This is an optimization exercise on Yosys and OpenROAD, whose aim is small area, not a production implementation. In this exercise RTL edits were held to simulation tests only and were not proved equivalent to the original. No activity file was given, so power comes from the tool's default toggle rates.

Design fsx, start of the top module:
module fsx #(
    parameter integer F_CLK_HZ = 400
) (
    input  wire        clk,
    input  wire        rst,
    input  wire        rx_valid,
    input  wire [7:0]  rx_data,
    input  wire        chan_fail,
    output reg         tx_valid,
    output reg  [7:0]  tx_data,
    input  wire        tx_ready,
    input  wire        h_we,
    input  wire [4:0]  h_addr,
    input  wire [15:0] h_wdata,
    output reg  [15:0] h_rdata,
    output wire        irq,
    output wire        link_fail,
    input  wire [31:0] cfg_preamble,         
    input  wire [7:0]  cfg_addr_main,
    input  wire [7:0]  cfg_addr_remote,
    input  wire [7:0]  cfg_addr_pump,
    input  wire [7:0]  cfg_cmd_set,
    input  wire [7:0]  cfg_cmd_telem,
    input  wire [8:0]  cfg_telem_frame_len,  
    input  wire [7:0]  cfg_off_pwatt,
    input  wire [7:0]  cfg_off_prpm,
    input  wire [3:0]  cfg_off_eq1,          
    input  wire [3:0]  cfg_off_eq2,          
    input  wire [3:0]  cfg_off_hour,         
    input  wire [3:0]  cfg_off_min,          
    input  wire [7:0]  cfg_off_wtemp,        
    input  wire [7:0]  cfg_off_atemp,        
    input  wire [71:0] cfg_feature_id        
);
Size: about 1,600 cells after synthesis, about 19,000 sq um of cells after synthesis.
==> flow/config.mk <==
export PLATFORM = sky130hd
export DESIGN_NAME = fsx
export DESIGN_NICKNAME = fsx
export VERILOG_FILES = /design/flow/design.v
export SDC_FILE = /design/flow/constraint.sdc
export NUM_CORES = 8
export LEC_CHECK = 0
export CAP_MARGIN = 20
export CORE_MARGIN = 2
export CORE_UTILIZATION = 55
export SLEW_MARGIN = 20
==> flow/constraint.sdc <==
create_clock -name core_clock -period 10.0 [get_ports {clk}]
set_input_delay 2.0000 -clock core_clock [delete_from_list [all_inputs] [get_ports {clk}]]
set_output_delay 2.0000 -clock core_clock [all_outputs]
set_load 0.01 [all_outputs]
standard.sh (not shown) runs the stock make flow with config.mk's settings and CLKGATE_MAP_FILE= SYNTH_SCRIPT=/design/flow/synth_recipe.tcl, a recipe that flattens the netlist after the stock synthesis.
==> flow/flow/run.sh <==
#!/bin/bash
# Own layout flow: the standard ORFS flow (standard.sh) with three changes:
#  1. synthesis is synth_recipe.tcl unchanged, except that ORFS's single ABC call
#     gets an area-oriented ABC script (flow/area.abc) in place of the speed one;
#     registers are mapped before ABC, so they are the standard synthesis's;
#  2. port buffers use the smallest buffer cell (every port still gets one);
#  3. CTS without dummy clock loads.
# Every tool's output goes to logs in this folder (flow_make.log, ORFS logs under orfs/logs).
set -euo pipefail
W=$(pwd)
export BUFFER_PORTS_ARGS="-buffer_cell sky130_fd_sc_hd__buf_1"
export CTS_ARGS="-sink_clustering_enable -repair_clock_nets -sink_clustering_size ${FSX_CTS_SIZE:-16} -sink_clustering_max_diameter ${FSX_CTS_DIAM:-60} -buf_list sky130_fd_sc_hd__clkbuf_8 -dont_use_dummy_load"
cat > "$W/flow_synth.tcl" <<EOT
proc abc {args} {
  set i [lsearch -exact \$args -script]
  if {\$i >= 0} { set args [lreplace \$args [expr {\$i + 1}] [expr {\$i + 1}] {$W/flow/area.abc}] }
  yosys abc {*}\$args
}
source {$W/synth_recipe.tcl}
EOT
sed "s#SYNTH_SCRIPT=[^ ]*#SYNTH_SCRIPT=$W/flow_synth.tcl#" standard.sh > own_standard.sh
grep -q "SYNTH_SCRIPT=$W/flow_synth.tcl" own_standard.sh
bash own_standard.sh finish > flow_make.log 2>&1
==> flow/flow/area.abc <==
strash
&get -n
&deepsyn -J 40 -T 600
&put
strash
&get -n
&dch -f
&nf -R 1000 -p -F 10 -C 32
&put
==> next run, changes <==
CORE_UTILIZATION = 70   (was 55)
GPL_TIMING_DRIVEN = 0   (was default)
PLACE_DENSITY = 0.8   (was default)
After rerunning:
- design area went down by 0.44%
- non-clock buffer count went down by 14
- maximum frequency went down by 12%
- routed wire length went down by 3.1%
- total power hardly moves
- critical path depth went up by 9
- via count went up by 3.4%
==> next run, changes <==
==> flow/flow/run.sh (replaced) <==
#!/bin/bash
# Own layout flow: the standard ORFS flow (standard.sh) with these changes:
#  1. synthesis is synth_recipe.tcl unchanged, except that ORFS's single ABC call
#     gets an area-oriented ABC script (flow/area.abc) in place of the speed one;
#     registers are mapped before ABC, so they are the standard synthesis's;
#  2. port buffers use the smallest buffer cell (every port still gets one);
#  3. CTS without dummy clock loads;
#  4. adders are left to ABC (ADDER_MAP_FILE empty) instead of being mapped to
#     full/half-adder cells before it.
# Every tool's output goes to logs in this folder (flow_make.log, ORFS logs under orfs/logs).
set -euo pipefail
W=$(pwd)
export DONT_USE_CELLS="sky130_fd_sc_hd__buf_6 sky130_fd_sc_hd__buf_8 sky130_fd_sc_hd__buf_12 sky130_fd_sc_hd__buf_16 sky130_fd_sc_hd__bufbuf_8 sky130_fd_sc_hd__bufbuf_16"
export BUFFER_PORTS_ARGS="-buffer_cell sky130_fd_sc_hd__buf_1"
export CTS_ARGS="-sink_clustering_enable -repair_clock_nets -sink_clustering_size ${FSX_CTS_SIZE:-16} -sink_clustering_max_diameter ${FSX_CTS_DIAM:-60} -buf_list sky130_fd_sc_hd__clkbuf_8 -dont_use_dummy_load"
cat > "$W/flow_synth.tcl" <<EOT
proc abc {args} {
  set i [lsearch -exact \$args -script]
  if {\$i >= 0} { set args [lreplace \$args [expr {\$i + 1}] [expr {\$i + 1}] {$W/flow/area.abc}] }
  yosys abc {*}\$args
}
source {$W/synth_recipe.tcl}
EOT
sed -e "s#SYNTH_SCRIPT=[^ ]*#SYNTH_SCRIPT=$W/flow_synth.tcl#" -e "s#CLKGATE_MAP_FILE= #CLKGATE_MAP_FILE= ADDER_MAP_FILE= #" standard.sh > own_standard.sh
grep -q "SYNTH_SCRIPT=$W/flow_synth.tcl" own_standard.sh
grep -q "ADDER_MAP_FILE= " own_standard.sh
bash own_standard.sh finish > flow_make.log 2>&1
CORE_UTILIZATION = 55   (was 70)
PLACE_DENSITY = default   (was 0.8)
Register-to-register slack gets worse by 0.49 ns.
Setup slack improved by 0.20 ns.
Clock-buffer cell count fell by 1.
Synthesized cell count drops by 3.7%.
Design area decreases by 1.7%.
==> next run, changes <==
--- a/flow/flow/run.sh
+++ b/flow/flow/run.sh
@@ -1,4 +1,4 @@
 #!/bin/bash
-# Own layout flow: the standard ORFS flow (standard.sh) with these changes:
+# Own layout flow: the standard ORFS flow (standard.sh) with three changes:
 #  1. synthesis is synth_recipe.tcl unchanged, except that ORFS's single ABC call
 #     gets an area-oriented ABC script (flow/area.abc) in place of the speed one;
@@ -11,5 +11,4 @@
 set -euo pipefail
 W=$(pwd)
-export DONT_USE_CELLS="sky130_fd_sc_hd__buf_6 sky130_fd_sc_hd__buf_8 sky130_fd_sc_hd__buf_12 sky130_fd_sc_hd__buf_16 sky130_fd_sc_hd__bufbuf_8 sky130_fd_sc_hd__bufbuf_16"
 export BUFFER_PORTS_ARGS="-buffer_cell sky130_fd_sc_hd__buf_1"
 export CTS_ARGS="-sink_clustering_enable -repair_clock_nets -sink_clustering_size ${FSX_CTS_SIZE:-16} -sink_clustering_max_diameter ${FSX_CTS_DIAM:-60} -buf_list sky130_fd_sc_hd__clkbuf_8 -dont_use_dummy_load"
GPL_TIMING_DRIVEN = default   (was 0)
Outcome: Cell area shrinks slightly. Total power is about the same. Worst hold slack is better by 0.0087 ns. Wire length falls slightly. Non-clock buffer count goes up by 3. Utilization goes down by 0.75 points. Area after synthesis does not change. Combinational power stays flat.

-- what the ideal ports hide --
Ports are ideal in the flow. The routed layouts listed here were re-timed in OpenROAD. Step 1: set_driving_cell puts a clkbuf_16 on clk and a buf_2 on each other input, an assumption about the parent block. Step 2 moves the port delays by t, midway between the first and last clock arrival at a register: inputs arrive t later, outputs are due t later. That takes back most of the time a late clock gives input paths. Three values: ideal ports, drivers, drivers and shift; two values: the first two.
| run | t (ns) | setup WS [ns] | worst setup path at the end |
|---|---|---|---|
| the first run | 0.599 | 3.068 / 3.047 / 3.047 | input to output |
| the second run | 0.585 | 2.086 / 2.100 / 1.515 | input to register |
| the third run | 0.591 | 2.283 / 2.296 / 1.705 | input to register |
| the fourth run | 0.591 | 3.223 / 3.249 / 2.659 | input to register |
After both steps every run listed still meets setup and hold. For the third run, which loses most, drivers alone change the setup slack by +0.013 ns; drivers and shift together by -0.578 ns.
